This is an optimization exercise on Yosys and OpenROAD, whose aim is small area, not a production implementation. The RTL was checked by simulation tests, not by an equivalence proof against the original design. Power figures rest on the tool's default switching activity, not on a simulated workload.

==> flow/design.v <==
module nvj_frm (
    input  wire        clk,
    input  wire        rst,
    input  wire        cmd_valid,
    input  wire [7:0]  cmd_code,
    input  wire [16:0] cmd_arg,
    output wire        cmd_ready,
    output wire        tx_valid,
    output wire [7:0]  tx_data,
    input  wire        tx_ready,
    output wire        busy,
    output reg         err_code
);
    localparam [3:0] B0 = 4'b0000, B1 = 4'b0001, B2 = 4'b0010, B3 = 4'b0011,
                     B4 = 4'b1000, B5 = 4'b0100, B6 = 4'b0101, B7 = 4'b0110,
                     B8 = 4'b0111, B9 = 4'b1001, IDLE = 4'b1100;
    reg [3:0]  st;
    reg        c_play;     
    reg [15:0] p;          
    wire is_rst  = (cmd_code == 8'h0C);
    wire is_vol  = (cmd_code == 8'h06);
    wire is_play = (cmd_code == 8'h03);
    wire code_ok = is_rst | is_vol | is_play;
    wire f_busy = !(st[3] && st[2]);
    assign cmd_ready = !f_busy;
    assign tx_valid  = f_busy;
    assign busy      = f_busy;
    wire        neg   = cmd_arg[16];
    wire        zero  = (cmd_arg[15:0] == 16'd0);
    wire        big   = (cmd_arg[15:5] != 11'd0) || (cmd_arg[4:0] == 5'd31);
    reg  [15:0] param;
    always @(*) begin
        if (is_play)     param = (neg || zero) ? 16'd1 : cmd_arg[15:0];
        else if (is_vol) param = neg ? 16'd0 : big ? 16'd30 : {11'd0, cmd_arg[4:0]};
        else             param = 16'd0;
    end
    wire       c_rst = p[15] && !c_play;
    wire [7:0] ph    = {p[15] && c_play, p[14:8]};
    wire [7:0] code = {4'h0, c_rst, !c_play, !c_rst, c_play};
    wire       c_vol = !c_rst && !c_play;
    wire [7:0] a = {ph[7:4], ph[3] | c_rst, ph[2], ph[1] | c_vol, ph[0] | !c_play};
    wire [8:0] uc;
    wire [7:0] u;
    assign uc[0] = 1'b1;
    genvar i;
    generate
        for (i = 0; i < 8; i = i + 1) begin : g_u
            assign u[i]    = a[i] ^ p[i] ^ uc[i];
            assign uc[i+1] = (a[i] & p[i]) | (uc[i] & (a[i] ^ p[i]));
        end
    endgenerate
    wire [9:0] c;
    wire [9:0] t;
    assign t[0] = u[0];
    assign t[1] = ~u[1];
    assign t[2] = ~(u[2] ^ u[1]);
    assign c[3] = u[2] | u[1];
    generate
        for (i = 3; i < 8; i = i + 1) begin : g_t
            assign t[i]   = u[i] ^ c[i];
            assign c[i+1] = u[i] & c[i];
        end
    endgenerate
    assign t[8] = ~(uc[8] ^ c[8]);
    assign t[9] = uc[8] | c[8];
    wire [7:0] ch = {6'b111111, ~t[9:8]};
    wire [7:0] cl = ~t[7:0];
    wire i3 = st[3], i2 = st[2], i1 = st[1], i0 = st[0];
    wire blk_a = !i3 && !i2;         
    wire blk_v = !i3 &&  i2;         
    wire blk_x =  i3 && !i2;         
    wire s5 = blk_v && !i1 && !i0;
    wire s6 = blk_v && !i1 &&  i0;
    wire s7 = blk_v &&  i1 && !i0;
    wire s8 = blk_v &&  i1 &&  i0;
    wire s3 = blk_a &&  i1 &&  i0;
    wire s01 = blk_a && !i1;         
    wire s9 = blk_x && i0;           
    wire s2 = blk_a && i1 && !i0;    
    wire [7:0] cst;
    assign cst[7] = (s01 && i0) || s9;
    assign cst[6] = s01 || s9;
    assign cst[5] = s01 || s9;
    assign cst[4] = s01;
    assign cst[3] = s01 || s9 || (s3 && c_rst);
    assign cst[2] = s01 || s9 || s2 || (s3 && !c_play);
    assign cst[1] = s01 || s9 || s2 || (s3 && !c_rst);
    assign cst[0] = (s01 && i0) || s9 || (s3 && c_play);
    assign tx_data = cst | ({8{s5}} & ph) | ({8{s6}} & p[7:0]) |
                     ({8{s7}} & ch) | ({8{s8}} & cl);
    wire [3:0] nxt = i3        ? {i0, 1'b1, 1'b0, 1'b0} :
                     (i1 & i0) ? {1'b1, 1'b0, 1'b0, i2} :
                                 {1'b0, i2, i1 ^ i0, !i0};
    always @(posedge clk) begin
        if (!f_busy) begin
            p      <= {param[15] | is_rst, param[14:0]};
            c_play <= is_play;
        end
    end
    always @(posedge clk) begin
        if (rst) begin
            st       <= IDLE;
            err_code <= 1'b0;
        end else if (f_busy) begin
            if (tx_ready) st <= nxt;
        end else if (cmd_valid) begin
            if (code_ok) st       <= B0;
            else         err_code <= 1'b1;
        end
    end
endmodule
module nvj_tpd #(
    parameter ID_MAX_BYTES = 10,
    parameter IDW          = 8 * ID_MAX_BYTES
) (
    input  wire           clk,
    input  wire           rst,
    input  wire           smp_valid,
    input  wire           smp_present,
    input  wire [3:0]     smp_len,
    input  wire [IDW-1:0] smp_id,
    output wire           ev_valid,
    output wire           ev_kind,
    output wire [3:0]     ev_len,
    output wire [IDW-1:0] ev_id,
    output wire           present,
    output reg            err_len
);
    reg           d_present;
    reg           d_ev;
    reg [3:0]     d_len;
    reg [IDW-1:0] d_id;
    wire len_ok = (smp_len != 4'd0) && (smp_len <= ID_MAX_BYTES);
    wire [3:0] l = d_len;
    wire [ID_MAX_BYTES-1:0] below;
    assign below[0] = 1'b1;
    assign below[1] = l[3] | l[2] | l[1];
    assign below[2] = l[3] | l[2] | (l[1] & l[0]);
    assign below[3] = l[3] | l[2];
    assign below[4] = l[3] | (l[2] & (l[1] | l[0]));
    assign below[5] = l[3] | (l[2] & l[1]);
    assign below[6] = l[3] | (l[2] & l[1] & l[0]);
    assign below[7] = l[3];
    assign below[8] = l[3] & (l[1] | l[0]);
    assign below[9] = l[3] & l[1];
    reg diff;
    integer k;
    always @(*) begin
        diff = (d_len != smp_len);
        for (k = 0; k < ID_MAX_BYTES; k = k + 1)
            if (below[k] && d_id[8*k +: 8] != smp_id[8*k +: 8]) diff = 1'b1;
    end
    wire load = smp_valid && smp_present && len_ok;
    always @(posedge clk) begin
        if (load) begin
            d_len <= smp_len;
            d_id  <= smp_id;
        end
    end
    always @(posedge clk) begin
        if (rst) begin
            d_present <= 1'b0;
            d_ev      <= 1'b0;
            err_len   <= 1'b0;
        end else begin
            d_ev <= smp_valid && (smp_present ? (len_ok && (!d_present || diff)) : d_present);
            if (smp_valid) begin
                if (!smp_present)  d_present <= 1'b0;
                else if (len_ok)   d_present <= 1'b1;
                else               err_len   <= 1'b1;
            end
        end
    end
    assign present  = d_present;
    assign ev_valid = d_ev;
    assign ev_kind  = d_ev && !d_present;
    assign ev_len   = d_ev ? d_len : 4'd0;
    genvar b;
    generate
        for (b = 0; b < ID_MAX_BYTES; b = b + 1) begin : g_out
            wire en = d_ev && below[b];
            assign ev_id[8*b +: 8] = en ? d_id[8*b +: 8] : 8'h00;
        end
    endgenerate
endmodule
module nvj_fd (
    input  wire        clk,
    input  wire        rst,
    input  wire        cmd_valid,
    input  wire [7:0]  cmd_code,
    input  wire [16:0] cmd_arg,
    output wire        cmd_ready,
    output wire        tx_valid,
    output wire [7:0]  tx_data,
    input  wire        tx_ready,
    input  wire        smp_valid,
    input  wire        smp_present,
    input  wire [3:0]  smp_len,
    input  wire [79:0] smp_id,
    output wire        ev_valid,
    output wire        ev_kind,
    output wire [3:0]  ev_len,
    output wire [79:0] ev_id,
    output wire [3:0]  status
);
    wire f_busy, err_code, d_present, err_len;
    nvj_frm u_frm (
        .clk(clk), .rst(rst),
        .cmd_valid(cmd_valid), .cmd_code(cmd_code), .cmd_arg(cmd_arg),
        .cmd_ready(cmd_ready),
        .tx_valid(tx_valid), .tx_data(tx_data), .tx_ready(tx_ready),
        .busy(f_busy), .err_code(err_code)
    );
    nvj_tpd #(.ID_MAX_BYTES(10)) u_tpd (
        .clk(clk), .rst(rst),
        .smp_valid(smp_valid), .smp_present(smp_present),
        .smp_len(smp_len), .smp_id(smp_id),
        .ev_valid(ev_valid), .ev_kind(ev_kind), .ev_len(ev_len), .ev_id(ev_id),
        .present(d_present), .err_len(err_len)
    );
    assign status = {d_present, f_busy, err_len, err_code};
endmodule
Settings: LEC_CHECK=0, CAP_MARGIN=0, CORE_MARGIN=2, CORE_UTILIZATION=72, PLACE_DENSITY=0.8, SLEW_MARGIN=0; clock period 10.0 ns.
standard.sh (not shown) runs the stock make flow with config.mk's settings and CLKGATE_MAP_FILE= SYNTH_SCRIPT=/design/flow/synth_recipe.tcl, a recipe that flattens the netlist after the stock synthesis.
==> flow/flow/run.sh <==
#!/bin/bash
# Layout flow: the standard synthesis; an area re-mapping of its
# combinational logic (the registers, their names and cell types are kept;
# the result is used only if Yosys proves it equivalent to the standard
# netlist and it is smaller); then the standard ORFS layout with 1x port
# buffers and a clock tree without dummy loads.
# Each tool's output goes to a log of its own in this folder.
set -euo pipefail
HERE=$(pwd)
F=$HERE/flow
LIB=$FLOW_HOME/platforms/sky130hd/lib/sky130_fd_sc_hd__tt_025C_1v80.lib
R=$HERE/orfs/results/sky130hd/nvj_fd/base
YOSYS=$FLOW_HOME/../tools/install/yosys/bin/yosys
command -v yosys > /dev/null && YOSYS=$(command -v yosys)
KNOBS=(
  "BUFFER_PORTS_ARGS=-buffer_cell sky130_fd_sc_hd__buf_1"
  "CTS_ARGS=-sink_clustering_enable -repair_clock_nets -dont_use_dummy_load -buf_list {sky130_fd_sc_hd__clkbuf_8} -sink_clustering_size 50 -sink_clustering_max_diameter 100"
)

bash standard.sh "${KNOBS[@]}" synth > synth.log 2>&1

D=$HERE/resyn
mkdir -p $D
python3 $F/libfilt.py $LIB $D > libfilt.log 2>&1
cp $R/1_2_yosys.v $D/std.v

area() { awk '/Chip area/ {print $NF}' "$1"; }

# Area of the standard netlist.
cat > $D/std.ys <<EOF
read_liberty -lib $LIB
read_verilog $D/std.v
hierarchy -top nvj_fd
tee -o $D/std.stat stat -liberty $LIB
EOF
$YOSYS -s $D/std.ys > resyn_std.log 2>&1
best=$D/std.v
best_area=$(area $D/std.stat)

for S in area area2 area3; do
cur=$D/std.v
for i in 1 2 3; do
  n=${S}_$i
  cat > $D/$n.ys <<EOF
read_liberty $D/comb.lib
read_liberty -lib -ignore_redef $LIB
read_verilog $cur
hierarchy -top nvj_fd
flatten
rename -hide w:_*_.*
opt_clean -purge
abc -liberty $D/small.lib -script $F/$S.abc
read_liberty -lib -ignore_redef $LIB
setundef -zero
splitnets
opt_clean -purge
hilomap -singleton -hicell sky130_fd_sc_hd__conb_1 HI -locell sky130_fd_sc_hd__conb_1 LO
insbuf -buf sky130_fd_sc_hd__buf_1 A X
check -assert -mapped
tee -o $D/$n.stat stat -liberty $LIB
write_verilog -noattr -nohex -nodec $D/$n.v
EOF
  if ! $YOSYS -s $D/$n.ys > resyn_$n.log 2>&1; then break; fi
  # Prove the re-mapped netlist equivalent to the standard one.
  cat > $D/e_$n.ys <<EOF
read_liberty -ignore_miss_func $LIB
read_verilog $D/std.v
rename nvj_fd gold
read_verilog $D/$n.v
rename nvj_fd gate
hierarchy -check
flatten gold gate
rename -hide w:_*
opt_clean
equiv_make gold gate equiv
hierarchy -top equiv
equiv_simple -seq 2
equiv_induct -seq 2
equiv_status -assert
EOF
  if ! $YOSYS -s $D/e_$n.ys > resyn_e_$n.log 2>&1; then break; fi
  a=$(area $D/$n.stat)
  if awk -v a="$a" -v b="$best_area" 'BEGIN { exit !(a < b) }'; then
    best=$D/$n.v
    best_area=$a
  fi
  cur=$D/$n.v
done
done
echo "netlist: $best ($best_area um2)" > resyn.log

if [ "$best" != "$D/std.v" ]; then
  cp $best $R/1_2_yosys.v
  touch $R/1_2_yosys.v
fi

bash standard.sh "${KNOBS[@]}" finish > finish.log 2>&1
Other scripts of this flow, unchanged in this note and not shown: flow/flow/area.abc, flow/flow/area2.abc, flow/flow/area3.abc, flow/flow/libfilt.py
==> next run, changes <==
Settings changed: CORE_UTILIZATION 72 to 80, PLACE_DENSITY 0.8 to 0.88.
With this change the flow never finished: it broke off in global placement (3_3_place_gp) (GPL-0301).
Area after synthesis stays the same.
Synthesized cell count stays the same.
==> next run, changes <==
Settings changed: CORE_UTILIZATION 80 to 65, PLACE_DENSITY 0.88 to 0.75.
Effect: Now the flow completed with no timing, DRC or antenna violations; synthesized area stays the same; synthesized cell count does not change.


nvj_fd, a different RTL version from the one above (not shown whole).
For scale: ~110 flip-flops, ~220 I/O pins.
clock: 10.0 ns
lec_check: 0
cap_margin: 20
core_margin: 2
core_utilization: 40
place_density: 0.6
slew_margin: 20
==> flow/flow/run.sh <==
#!/bin/bash
# Standard ORFS layout with small port buffers and a lean clock tree.
set -euo pipefail
bash standard.sh \
  "BUFFER_PORTS_ARGS=-buffer_cell sky130_fd_sc_hd__buf_1" \
  "CTS_ARGS=-sink_clustering_enable -repair_clock_nets -dont_use_dummy_load -buf_list {sky130_fd_sc_hd__clkbuf_4 sky130_fd_sc_hd__clkbuf_8} -sink_clustering_size 30 -sink_clustering_max_diameter 60" \
  finish > standard.log 2>&1
The baseline finished clean.
Rerun with:
==> flow/run.sh (new file) <==
#!/bin/bash
# synth_recipe.tcl (not shown) runs the flow's synth.tcl, then flattens the netlist and writes it again
# the make line also repeats each setting of config.mk as NAME=value (left out here)
make -C /OpenROAD-flow-scripts/flow DESIGN_CONFIG=/design/flow/config.mk WORK_HOME=/design/flow/orfs CLKGATE_MAP_FILE= SYNTH_SCRIPT=/design/flow/synth_recipe.tcl finish
removed: flow/flow/run.sh
removed: flow/standard.sh
Result: Clock power goes up by about 90%. Worst setup slack got worse by 390 ps. Via count climbs by 0.78%. Clock-buffer cell count climbs by 1.


## JK
nvj_fd, a different RTL version from the one above (not shown whole).
For scale: ~540 cells after synthesis, about 220 I/O pins.
export LEC_CHECK = 0
export CAP_MARGIN = 20
export CORE_MARGIN = 2
export CORE_UTILIZATION = 40
export PLACE_DENSITY = 0.6
export SLEW_MARGIN = 20
create_clock -name core_clock -period 10.0 [get_ports {clk}]
==> flow/flow/run.sh <==
#!/bin/bash
# Layout flow: the standard synthesis; an area re-mapping of its
# combinational logic (the registers, their names and cell types are kept;
# the result is used only if Yosys proves it equivalent to the standard
# netlist and it is smaller); then the standard ORFS layout with 1x port
# buffers and a clock tree without dummy loads.
# Each tool's output goes to a log of its own in this folder.
set -euo pipefail
HERE=$(pwd)
F=$HERE/flow
LIB=$FLOW_HOME/platforms/sky130hd/lib/sky130_fd_sc_hd__tt_025C_1v80.lib
R=$HERE/orfs/results/sky130hd/nvj_fd/base
YOSYS=$FLOW_HOME/../tools/install/yosys/bin/yosys
command -v yosys > /dev/null && YOSYS=$(command -v yosys)
KNOBS=(
  "BUFFER_PORTS_ARGS=-buffer_cell sky130_fd_sc_hd__buf_1"
  "CTS_ARGS=-sink_clustering_enable -repair_clock_nets -dont_use_dummy_load -buf_list {sky130_fd_sc_hd__clkbuf_8} -sink_clustering_size 50 -sink_clustering_max_diameter 100"
)

bash standard.sh "${KNOBS[@]}" synth > synth.log 2>&1

D=$HERE/resyn
mkdir -p $D
python3 $F/libfilt.py $LIB $D > libfilt.log 2>&1
cp $R/1_2_yosys.v $D/std.v

area() { awk '/Chip area/ {print $NF}' "$1"; }

# Area of the standard netlist.
cat > $D/std.ys <<EOF
read_liberty -lib $LIB
read_verilog $D/std.v
hierarchy -top nvj_fd
tee -o $D/std.stat stat -liberty $LIB
EOF
$YOSYS -s $D/std.ys > resyn_std.log 2>&1
best=$D/std.v
best_area=$(area $D/std.stat)

cur=$D/std.v
for i in 1 2; do
  cat > $D/r$i.ys <<EOF
read_liberty $D/comb.lib
read_liberty -lib -ignore_redef $LIB
read_verilog $cur
hierarchy -top nvj_fd
flatten
rename -hide w:_*_.*
opt_clean -purge
abc -liberty $D/small.lib -script $F/area.abc
read_liberty -lib -ignore_redef $LIB
setundef -zero
splitnets
opt_clean -purge
hilomap -singleton -hicell sky130_fd_sc_hd__conb_1 HI -locell sky130_fd_sc_hd__conb_1 LO
insbuf -buf sky130_fd_sc_hd__buf_1 A X
check -assert -mapped
tee -o $D/r$i.stat stat -liberty $LIB
write_verilog -noattr -nohex -nodec $D/r$i.v
EOF
  if ! $YOSYS -s $D/r$i.ys > resyn_r$i.log 2>&1; then break; fi
  # Prove the re-mapped netlist equivalent to the standard one.
  cat > $D/e$i.ys <<EOF
read_liberty -ignore_miss_func $LIB
read_verilog $D/std.v
rename nvj_fd gold
read_verilog $D/r$i.v
rename nvj_fd gate
hierarchy -check
flatten gold gate
opt_clean
equiv_make gold gate equiv
hierarchy -top equiv
equiv_simple -seq 2
equiv_induct -seq 2
equiv_status -assert
EOF
  if ! $YOSYS -s $D/e$i.ys > resyn_e$i.log 2>&1; then break; fi
  a=$(area $D/r$i.stat)
  if awk -v a="$a" -v b="$best_area" 'BEGIN { exit !(a < b) }'; then
    best=$D/r$i.v
    best_area=$a
  fi
  cur=$D/r$i.v
done
echo "netlist: $best ($best_area um2)" > resyn.log

if [ "$best" != "$D/std.v" ]; then
  cp $best $R/1_2_yosys.v
  touch $R/1_2_yosys.v
fi

bash standard.sh "${KNOBS[@]}" finish > finish.log 2>&1
Other scripts of this flow, unchanged in this note and not shown: flow/flow/area.abc, flow/flow/libfilt.py
Modified inputs, MS compared to JK
Settings: PLACE_DENSITY: 0.6 -> 0.75; CORE_UTILIZATION: 40 -> 65.
[summary]
MS completed end to end with timing, DRC and antenna clean. MS: portion of the clock cycle consumed by the worst path in the final layout 0.85 points above JK. Looking only at slew of the pin with the lowest slew margin, and setting everything else aside, the higher value of JK and MS goes to MS. ~same switching share of power in JK and MS. Floorplan check, MS vs JK: die outline smaller in MS. Going from JK to MS, clock distribution power went down about 2%, first-pass GRT wire length shows a reduction of 3.0%, number of cell rows dropped 23%, global-route usage grew by 10 points.

## re-timing with driven ports
The results above use ideal ports. As a check the final layouts listed here were re-extracted and re-timed, cells and wires unchanged. Step 1 sets driving cells, clkbuf_16 on the clock port and buf_2 on the other inputs (assumed; they add their load-dependent delay and slew). Step 2, shift: input delay + t, output delay - t, t = (earliest + latest rising clock arrival at the registers) / 2. This alone moves slack from input paths to output paths. Three values: ideal, step 1, step 2; two values: the first two.
| run | t (ns) | setup WS [ns] | latest minus earliest clock arrival (ns) | worst register clock-pin slew, ns | cell pins on the clock port's net |
|---|---|---|---|---|---|
| the first run of note 1 | 0.396 | 2.790 / 2.755 / 3.151 | 0.040 / 0.040 | 0.12 / 0.12 | 1 |
| the third run of note 1 | 0.383 | 2.983 / 2.949 / 3.332 | 0.044 / 0.044 | 0.12 / 0.12 | 1 |
| the first run of note 2 | 0.411 | 4.667 / 4.631 / 5.042 | 0.031 / 0.031 | 0.11 / 0.11 | 1 |
| the second run of note 2 | 0.394 | 4.279 / 4.237 / 4.631 | 0.005 / 0.006 | 0.07 / 0.07 | 1 |
| JK | 0.397 | 3.150 / 3.116 / 3.513 | 0.035 / 0.035 | 0.11 / 0.11 | 1 |
| MS | 0.382 | 3.065 / 3.028 / 3.410 | 0.036 / 0.036 | 0.11 / 0.11 | 1 |
After both steps every run listed still meets setup and hold.
